Source: an optimization exercise on an open RTL-to-GDS flow (aim: small area, a short achievable clock period and few clock cycles). Production flows keep margins and buffers that such runs may drop. The RTL was checked by simulation tests, not by an equivalence proof against the original design. The flow treats the clock pin as an ideal source. Dropping or thinning the clock tree relies on that and would not hold on a real chip. No activity file was given, so power comes from the tool's default toggle rates.

Setup of willow:
Design sbi_monitor, start of the top module:
module sbi_monitor (
    input  wire         clk,
    input  wire         rst,
    input  wire         svc_start,
    output wire         svc_ready,
    output wire         svc_done,
    output wire         svc_pending,
    output wire         svc_err,
    output wire         mem_req,
    output wire         mem_we,
    output wire         mem_batch,
    output wire [3:0]   mem_word,
    output wire [31:0]  mem_wdata,
    input  wire         mem_ack,
    input  wire         mem_ok,
    input  wire [255:0] mem_rdata,
    output wire         fatal,
    output wire         rst_req_valid,
    output wire [31:0]  rst_req_type,
    output wire [31:0]  rst_req_reason,
    output wire         ev_valid,
    output wire [1:0]   ev_kind,
    output wire [4:0]   ev_len,
    output wire [127:0] ev_line
);
    localparam [31:0] EID_CONSOLE = 32'h0000_0001;
    localparam [31:0] EID_BASE    = 32'h0000_0010;
    localparam [31:0] EID_SRST    = 32'h5352_5354;
    localparam [7:0]  NEWLINE     = 8'h0A;
    reg s_poll, s_read, s_werr, s_wval, s_clr, s_done;
    reg req_q, we_q, w0_q, w3_q, rdy_q;
    reg [1:0] retry;
    reg fatal_q, pend_q, err_q;
    reg c_putc;        
    reg c_nl;          
    reg c_rst;         
    reg c_f1;          
    reg c_v24;         
    reg c_f2;          
    reg c_f3;          
    reg c_f6;          
    reg [7:0]  c_chr;  
    reg [63:0] stg;    
    reg wd_e;          
    reg wd_f1;         
    reg wd_24;         
    reg [7:0] wd_lo;   
    reg [127:0] lb;
    reg [4:0]   len;
    reg         w_pend;    
    reg         nl_pend;   
    reg         r_pend;    
    reg         rv_q;
    reg [31:0]  rt_q, rr_q;
    reg         ev_v;
    reg [1:0]   ev_k;
    wire [31:0] r_eid = mem_rdata[31:0];
    wire [31:0] r_fid = mem_rdata[63:32];
    wire [31:0] r_a0  = mem_rdata[95:64];
    wire fid_hi0  = (r_fid[31:3] == 29'd0);
    wire fid0     = fid_hi0 && (r_fid[2:0] == 3'd0);
    wire is_base  = (r_eid == EID_BASE);
    wire d_putc   = (r_eid == EID_CONSOLE) && fid0;
    wire d_rst    = (r_eid == EID_SRST) && fid0;
  ...
Size in the first run: roughly 710 cells after synthesis, about 310 flip-flops, ~510 I/O pins.
clock: 10.0 ns
lec_check: 0
abc_clock_period_in_ps: 800
cap_margin: 20
core_margin: 2
core_utilization: 40
cts_cluster_diameter: 80
cts_cluster_size: 30
slew_margin: 20
standard.sh (not shown) runs the stock make flow with config.mk's settings and CLKGATE_MAP_FILE= SYNTH_SCRIPT=/design/flow/synth_recipe.tcl, a recipe that flattens the netlist after the stock synthesis.
==> flow/flow/run.sh <==
#!/bin/bash
# Standard layout, with the smallest buffer on every port, and timing repair
# aiming at 6.8 ns of setup slack.
set -euo pipefail
bash standard.sh "BUFFER_PORTS_ARGS=-buffer_cell sky130_fd_sc_hd__buf_1" SETUP_SLACK_MARGIN=6.8 finish > standard.log 2>&1
willow: full flow OK, the timing, design-rule and antenna checks passed
Testbench counts of willow, summed over its fixed seeds: cycles 6,880.
### willow -> lagoon
==> flow/flow/run.sh <==
#!/bin/bash
# Standard layout, with the smallest buffer on every port, and timing repair
# aiming at 6.95 ns of setup slack.
set -euo pipefail
bash standard.sh "BUFFER_PORTS_ARGS=-buffer_cell sky130_fd_sc_hd__buf_1" SETUP_SLACK_MARGIN=6.95 finish > standard.log 2>&1
-- flow/config.mk --
<<< willow, line 8
export ABC_CLOCK_PERIOD_IN_PS = 800
>>> lagoon, line 8
export ABC_CLOCK_PERIOD_IN_PS = 2000
==> notes.md <==
Compared with willow, in lagoon fraction of area in clock buffers and inverters neither gained nor lost much, wire length picked up an extra 4.4%, proportion of power drawn by combinational gates picked up an extra 0.6 points, global-route usage over all layers picked up an extra 0.36 points.
Via count for lagoon: 4.9% up relative to willow
On fmax, lagoon tracks willow almost exactly.
Edits applied to the flow inputs when going from lagoon to amber:
==> flow/flow/run.sh <==
#!/bin/bash
# Standard layout, with the smallest buffer on every port, and timing repair
# aiming at 6.8 ns of setup slack.
set -euo pipefail
bash standard.sh "BUFFER_PORTS_ARGS=-buffer_cell sky130_fd_sc_hd__buf_1" SETUP_SLACK_MARGIN=6.8 finish > standard.log 2>&1
Findings:
Higher via count goes to lagoon over amber. Power dissipated in sequential cells of amber is on par with lagoon. Compared with lagoon, amber is more frugal on power. Wire length: lagoon and amber compared, lower one is amber. amber has completed all stages; timing, DRC and antenna checks passed. lagoon was larger in final cell area than amber.
The following lists how pepper was set up differently from amber:
-- flow/config.mk --
<<< amber, line 8
export ABC_CLOCK_PERIOD_IN_PS = 2000
>>> pepper, line 8
export ABC_CLOCK_PERIOD_IN_PS = 1200
--- outcome ---
- As far as final critical-path setup slack is concerned, pepper and amber perform about the same.
- Any difference in relative contribution of the clock network to total power between amber and pepper is small enough to ignore.
- Re power: no difference whatsoever between pepper and amber.
- Diff amber..pepper | mean post-synth cell area | unchanged
- Comparing amber against pepper, there is no change at all in layout overhead on the synthesized area.
- Changes observed in pepper relative to amber: sequential share of layout area flat, detailed-routed wire length on met2 flat.
- From amber to pepper the numbers moved as follows: core utilization held steady; chip height roughly the same.

* * *

Setup of zinc:
Starting RTL as in the previous note.
==> flow/config.mk <==
export PLATFORM = sky130hd
export DESIGN_NAME = sbi_monitor
export DESIGN_NICKNAME = sbi_monitor
export VERILOG_FILES = /design/flow/design.v
export SDC_FILE = /design/flow/constraint.sdc
export NUM_CORES = 4
export LEC_CHECK = 0
export ABC_CLOCK_PERIOD_IN_PS = 2000
export CAP_MARGIN = 20
export CORE_MARGIN = 2
export CORE_UTILIZATION = 55
export CTS_CLUSTER_DIAMETER = 80
export CTS_CLUSTER_SIZE = 30
export SLEW_MARGIN = 20
==> flow/constraint.sdc <==
create_clock -name core_clock -period 10.0 [get_ports {clk}]
set_input_delay 2.0000 -clock core_clock [delete_from_list [all_inputs] [get_ports {clk}]]
set_output_delay 2.0000 -clock core_clock [all_outputs]
set_load 0.01 [all_outputs]
==> flow/flow/run.sh <==
#!/bin/bash
# Standard layout with four changes: the smallest buffer on every port,
# timing repair aiming at 6.9 ns of setup slack, the OR cells and the
# 4-input gates (slow in this library) added to the platform's don't-use list, so
# synthesis builds the wide comparisons from NAND/NOR gates, and a two-level clock tree built by
# flow/clock_tree.tcl in place of TritonCTS's three levels.
set -euo pipefail
DONT_USE="sky130_fd_sc_hd__probe_p_8 sky130_fd_sc_hd__probec_p_8 sky130_fd_sc_hd__lpflow_bleeder_1 sky130_fd_sc_hd__lpflow_clkbufkapwr_1 sky130_fd_sc_hd__lpflow_clkbufkapwr_16 sky130_fd_sc_hd__lpflow_clkbufkapwr_2 sky130_fd_sc_hd__lpflow_clkbufkapwr_4 sky130_fd_sc_hd__lpflow_clkbufkapwr_8 sky130_fd_sc_hd__lpflow_clkinvkapwr_1 sky130_fd_sc_hd__lpflow_clkinvkapwr_16 sky130_fd_sc_hd__lpflow_clkinvkapwr_2 sky130_fd_sc_hd__lpflow_clkinvkapwr_4 sky130_fd_sc_hd__lpflow_clkinvkapwr_8 sky130_fd_sc_hd__lpflow_decapkapwr_12 sky130_fd_sc_hd__lpflow_decapkapwr_3 sky130_fd_sc_hd__lpflow_decapkapwr_4 sky130_fd_sc_hd__lpflow_decapkapwr_6 sky130_fd_sc_hd__lpflow_decapkapwr_8 sky130_fd_sc_hd__lpflow_inputiso0n_1 sky130_fd_sc_hd__lpflow_inputiso0p_1 sky130_fd_sc_hd__lpflow_inputiso1n_1 sky130_fd_sc_hd__lpflow_inputiso1p_1 sky130_fd_sc_hd__lpflow_inputisolatch_1 sky130_fd_sc_hd__lpflow_isobufsrc_1 sky130_fd_sc_hd__lpflow_isobufsrc_16 sky130_fd_sc_hd__lpflow_isobufsrc_2 sky130_fd_sc_hd__lpflow_isobufsrc_4 sky130_fd_sc_hd__lpflow_isobufsrc_8 sky130_fd_sc_hd__lpflow_isobufsrckapwr_16 sky130_fd_sc_hd__lpflow_lsbuf_lh_hl_isowell_tap_1 sky130_fd_sc_hd__lpflow_lsbuf_lh_hl_isowell_tap_2 sky130_fd_sc_hd__lpflow_lsbuf_lh_hl_isowell_tap_4 sky130_fd_sc_hd__lpflow_lsbuf_lh_isowell_4 sky130_fd_sc_hd__lpflow_lsbuf_lh_isowell_tap_1 sky130_fd_sc_hd__lpflow_lsbuf_lh_isowell_tap_2 sky130_fd_sc_hd__lpflow_lsbuf_lh_isowell_tap_4 sky130_fd_sc_hd__or2_0 sky130_fd_sc_hd__or2_1 sky130_fd_sc_hd__or2_2 sky130_fd_sc_hd__or2_4 sky130_fd_sc_hd__or2b_1 sky130_fd_sc_hd__or2b_2 sky130_fd_sc_hd__or2b_4 sky130_fd_sc_hd__or3_1 sky130_fd_sc_hd__or3_2 sky130_fd_sc_hd__or3_4 sky130_fd_sc_hd__or3b_1 sky130_fd_sc_hd__or3b_2 sky130_fd_sc_hd__or3b_4 sky130_fd_sc_hd__or4_1 sky130_fd_sc_hd__or4_2 sky130_fd_sc_hd__or4_4 sky130_fd_sc_hd__or4b_1 sky130_fd_sc_hd__or4b_2 sky130_fd_sc_hd__or4b_4 sky130_fd_sc_hd__or4bb_1 sky130_fd_sc_hd__or4bb_2 sky130_fd_sc_hd__or4bb_4 sky130_fd_sc_hd__a2111o_1 sky130_fd_sc_hd__a2111o_2 sky130_fd_sc_hd__a2111o_4 sky130_fd_sc_hd__a2111oi_0 sky130_fd_sc_hd__a2111oi_1 sky130_fd_sc_hd__a2111oi_2 sky130_fd_sc_hd__a2111oi_4 sky130_fd_sc_hd__a41o_1 sky130_fd_sc_hd__a41o_2 sky130_fd_sc_hd__a41o_4 sky130_fd_sc_hd__a41oi_1 sky130_fd_sc_hd__a41oi_2 sky130_fd_sc_hd__a41oi_4 sky130_fd_sc_hd__and4_1 sky130_fd_sc_hd__and4_2 sky130_fd_sc_hd__and4_4 sky130_fd_sc_hd__and4b_1 sky130_fd_sc_hd__and4b_2 sky130_fd_sc_hd__and4b_4 sky130_fd_sc_hd__and4bb_1 sky130_fd_sc_hd__and4bb_2 sky130_fd_sc_hd__and4bb_4 sky130_fd_sc_hd__nand4_1 sky130_fd_sc_hd__nand4_2 sky130_fd_sc_hd__nand4_4 sky130_fd_sc_hd__nand4b_1 sky130_fd_sc_hd__nand4b_2 sky130_fd_sc_hd__nand4b_4 sky130_fd_sc_hd__nand4bb_1 sky130_fd_sc_hd__nand4bb_2 sky130_fd_sc_hd__nand4bb_4 sky130_fd_sc_hd__nor4_1 sky130_fd_sc_hd__nor4_2 sky130_fd_sc_hd__nor4_4 sky130_fd_sc_hd__nor4b_1 sky130_fd_sc_hd__nor4b_2 sky130_fd_sc_hd__nor4b_4 sky130_fd_sc_hd__nor4bb_1 sky130_fd_sc_hd__nor4bb_2 sky130_fd_sc_hd__nor4bb_4 sky130_fd_sc_hd__o2111a_1 sky130_fd_sc_hd__o2111a_2 sky130_fd_sc_hd__o2111a_4 sky130_fd_sc_hd__o2111ai_1 sky130_fd_sc_hd__o2111ai_2 sky130_fd_sc_hd__o2111ai_4 sky130_fd_sc_hd__o41a_1 sky130_fd_sc_hd__o41a_2 sky130_fd_sc_hd__o41a_4 sky130_fd_sc_hd__o41ai_1 sky130_fd_sc_hd__o41ai_2 sky130_fd_sc_hd__o41ai_4"
bash standard.sh "BUFFER_PORTS_ARGS=-buffer_cell sky130_fd_sc_hd__buf_1" SETUP_SLACK_MARGIN=6.9 \
  "DONT_USE_CELLS=$DONT_USE" PRE_CTS_TCL=$(pwd)/flow/clock_tree.tcl finish > standard.log 2>&1
Other scripts of this flow, unchanged in this note and not shown: flow/flow/clock_tree.tcl
zinc has completed all stages; timing, DRC and antenna checks passed.
Testbench counts of zinc, summed over its fixed seeds: cycles 6,880.
Here is what was changed in the inputs of garnet compared with zinc.
# zinc
export LEC_CHECK = 0
export ABC_CLOCK_PERIOD_IN_PS = 2000
export CAP_MARGIN = 20
export CORE_MARGIN = 2
export CORE_UTILIZATION = 55
export CTS_CLUSTER_DIAMETER = 80
export CTS_CLUSTER_SIZE = 30
export SLEW_MARGIN = 20
create_clock -name core_clock -period 10.0 [get_ports {clk}]
# garnet
export LEC_CHECK = 0
export ABC_CLOCK_PERIOD_IN_PS = 2000
export CAP_MARGIN = 20
export CORE_MARGIN = 2
export CORE_UTILIZATION = 40
export CTS_CLUSTER_DIAMETER = 80
export CTS_CLUSTER_SIZE = 30
export SLEW_MARGIN = 20
create_clock -name core_clock -period 10.0 [get_ports {clk}]
==> comparison <==
Utilization zinc -> garnet: down
From zinc to garnet the numbers moved as follows: total power divided by cell area decreased by about 0.55% relative to the old numbers; final clock skew closely matched the old numbers; number of well taps increased by 42% relative to the old numbers; starting DRC count in detailed routing decreased by about 1.2% relative to the old numbers; minimum period implied by the final worst setup slack decreased by 0.076 ns relative to the old numbers.
Sequential share of layout area ends up higher on zinc.
Between zinc and garnet, the flow reports post-route cell area increasing slightly.
zinc -> garnet: die extent in x increased by more than 10%
Going from zinc to garnet, the die footprint was found to have gone up by 36%.
> inputs changed (garnet -> violet)
# garnet
export LEC_CHECK = 0
export ABC_CLOCK_PERIOD_IN_PS = 2000
export CAP_MARGIN = 20
export CORE_MARGIN = 2
export CORE_UTILIZATION = 40
export CTS_CLUSTER_DIAMETER = 80
export CTS_CLUSTER_SIZE = 30
export SLEW_MARGIN = 20
create_clock -name core_clock -period 10.0 [get_ports {clk}]
# violet
export LEC_CHECK = 0
export ABC_AREA = 1
export CAP_MARGIN = 20
export CORE_MARGIN = 2
export CORE_UTILIZATION = 40
export SLEW_MARGIN = 20
create_clock -name core_clock -period 10.0 [get_ports {clk}]
Notes after the runs:
- Every stage of the flow completed for violet, and the final layout passed the timing, design-rule and antenna checks.
- Sequential share of layout area (higher): garnet
- A top routing layer in use of met5 is what garnet shows, while met4 belongs to violet.
- When violet is measured against garnet, its met1 wire length turns out 8.1% higher.
- For garnet, the critical path class was in -> reg, unlike violet, where it was reg -> out.
- In the reports for violet and garnet, the smaller cell count belongs to garnet.
- Between garnet and violet, required time reported for the critical path endpoint decreased.
No run of this note takes its clock network from TritonCTS; it comes from the design's own scripts or RTL.

* * *

Another version of the RTL of sbi_monitor (not shown whole).
For scale: ~920 cells after synthesis, roughly 510 I/O pins.
export LEC_CHECK = 0
export ABC_AREA = 1
export CAP_MARGIN = 20
export CORE_MARGIN = 2
export CORE_UTILIZATION = 40
export PLACE_DENSITY = 0.75
export SLEW_MARGIN = 20
create_clock -name core_clock -period 10.0 [get_ports {clk}]
==> flow/flow/run.sh <==
#!/bin/bash
# Standard layout with three changes: the smallest buffer on every port,
# timing repair aiming at 7 ns of setup slack, and a two-level clock tree
# built by flow/clock_tree.tcl in place of TritonCTS's three levels.
set -euo pipefail
bash standard.sh "BUFFER_PORTS_ARGS=-buffer_cell sky130_fd_sc_hd__buf_1" SETUP_SLACK_MARGIN=7.0 \
  PRE_CTS_TCL=$(pwd)/flow/clock_tree.tcl finish > standard.log 2>&1
Other scripts of this flow, unchanged in this note and not shown: flow/flow/clock_tree.tcl
Testbench counts at the start, summed over its fixed seeds: cycles 6,880.
Then changed:
==> flow/flow/run.sh (replaced) <==
#!/bin/bash
# Standard layout with three changes: the smallest buffer on every port,
# timing repair aiming at 6.9 ns of setup slack, and a two-level clock tree
# built by flow/clock_tree.tcl in place of TritonCTS's three levels.
set -euo pipefail
bash standard.sh "BUFFER_PORTS_ARGS=-buffer_cell sky130_fd_sc_hd__buf_1" SETUP_SLACK_MARGIN=6.9 \
  PRE_CTS_TCL=$(pwd)/flow/clock_tree.tcl finish > standard.log 2>&1
Settings changed: PLACE_DENSITY 0.75 to default.
=> The new run went through all stages and came out clean. Cell count barely changes. Maximum frequency shrinks by 1.9%. Register-to-register slack degrades by 0.23 ns. Setup slack gets worse by 0.056 ns. Critical path depth does not change. Cell area stays flat. Clock skew stays flat. Clock power grows by about 0.9%. Worst hold slack hardly moves. Area after synthesis does not change.
Then changed:
==> flow/flow/run.sh (replaced) <==
#!/bin/bash
# Standard layout with three changes: the smallest buffer on every port,
# timing repair aiming at 7 ns of setup slack, and a two-level clock tree
# built by flow/clock_tree.tcl in place of TritonCTS's three levels.
set -euo pipefail
bash standard.sh "BUFFER_PORTS_ARGS=-buffer_cell sky130_fd_sc_hd__buf_1" SETUP_SLACK_MARGIN=7.0 \
  PRE_CTS_TCL=$(pwd)/flow/clock_tree.tcl finish > standard.log 2>&1
=> Wire length stays flat. Sequential share of layout area is lower by 0.30 points. Cell count hardly moves. Via count hardly moves. Setup slack gets better by 0.035 ns. Power hardly moves. Clock power barely changes. Utilization is higher by 0.24 points. Die area does not change. Sequential power stays flat.
No run of this note takes its clock network from TritonCTS; it comes from the design's own scripts or RTL.

## static timing again, ports no longer ideal
The flow's constraints put no driver on any port. The routed layouts listed below were extracted and timed again, unchanged, in two steps. Step 1 (the two cells are an assumption about what drives the block):
set clk [get_ports {clk}]
set_driving_cell -lib_cell sky130_fd_sc_hd__clkbuf_16 $clk
set_driving_cell -lib_cell sky130_fd_sc_hd__buf_2 [delete_from_list [all_inputs] $clk]
Step 2, shift: input delay + t, output delay - t, t = (earliest + latest rising clock arrival at the registers) / 2. This alone moves slack from input paths to output paths. Three values: no drivers, after step 1, after step 2; two values: the first two.
| run | shift t [ns] | slack for setup (ns) | hold WS [ns] |
|---|---|---|---|
| willow | 0.542 | 6.698 / 6.721 / 6.178 | 0.459 / 0.459 / 0.459 |
| lagoon | 0.536 | 6.691 / 6.715 / 6.179 | 0.446 / 0.446 / 0.446 |
| amber | 0.542 | 6.698 / 6.721 / 6.178 | 0.459 / 0.459 / 0.459 |
| pepper | 0.542 | 6.698 / 6.721 / 6.178 | 0.459 / 0.459 / 0.459 |
| zinc | 0.394 | 6.869 / 6.920 / 6.531 | 0.455 / 0.455 / 0.455 |
| garnet | 0.398 | 6.944 / 6.884 / 6.609 | 0.453 / 0.453 / 0.453 |
| violet | 0.395 | 6.989 / 6.909 / 6.745 | 0.444 / 0.445 / 0.445 |
| the first run of note 3 | 0.406 | 7.052 / 6.955 / 6.716 | 0.455 / 0.455 / 0.455 |
| the second run of note 3 | 0.401 | 6.997 / 6.909 / 6.676 | 0.458 / 0.458 / 0.458 |
| the third run of note 3 | 0.400 | 7.032 / 6.944 / 6.746 | 0.458 / 0.458 / 0.458 |
After both steps every run listed still meets setup and hold.
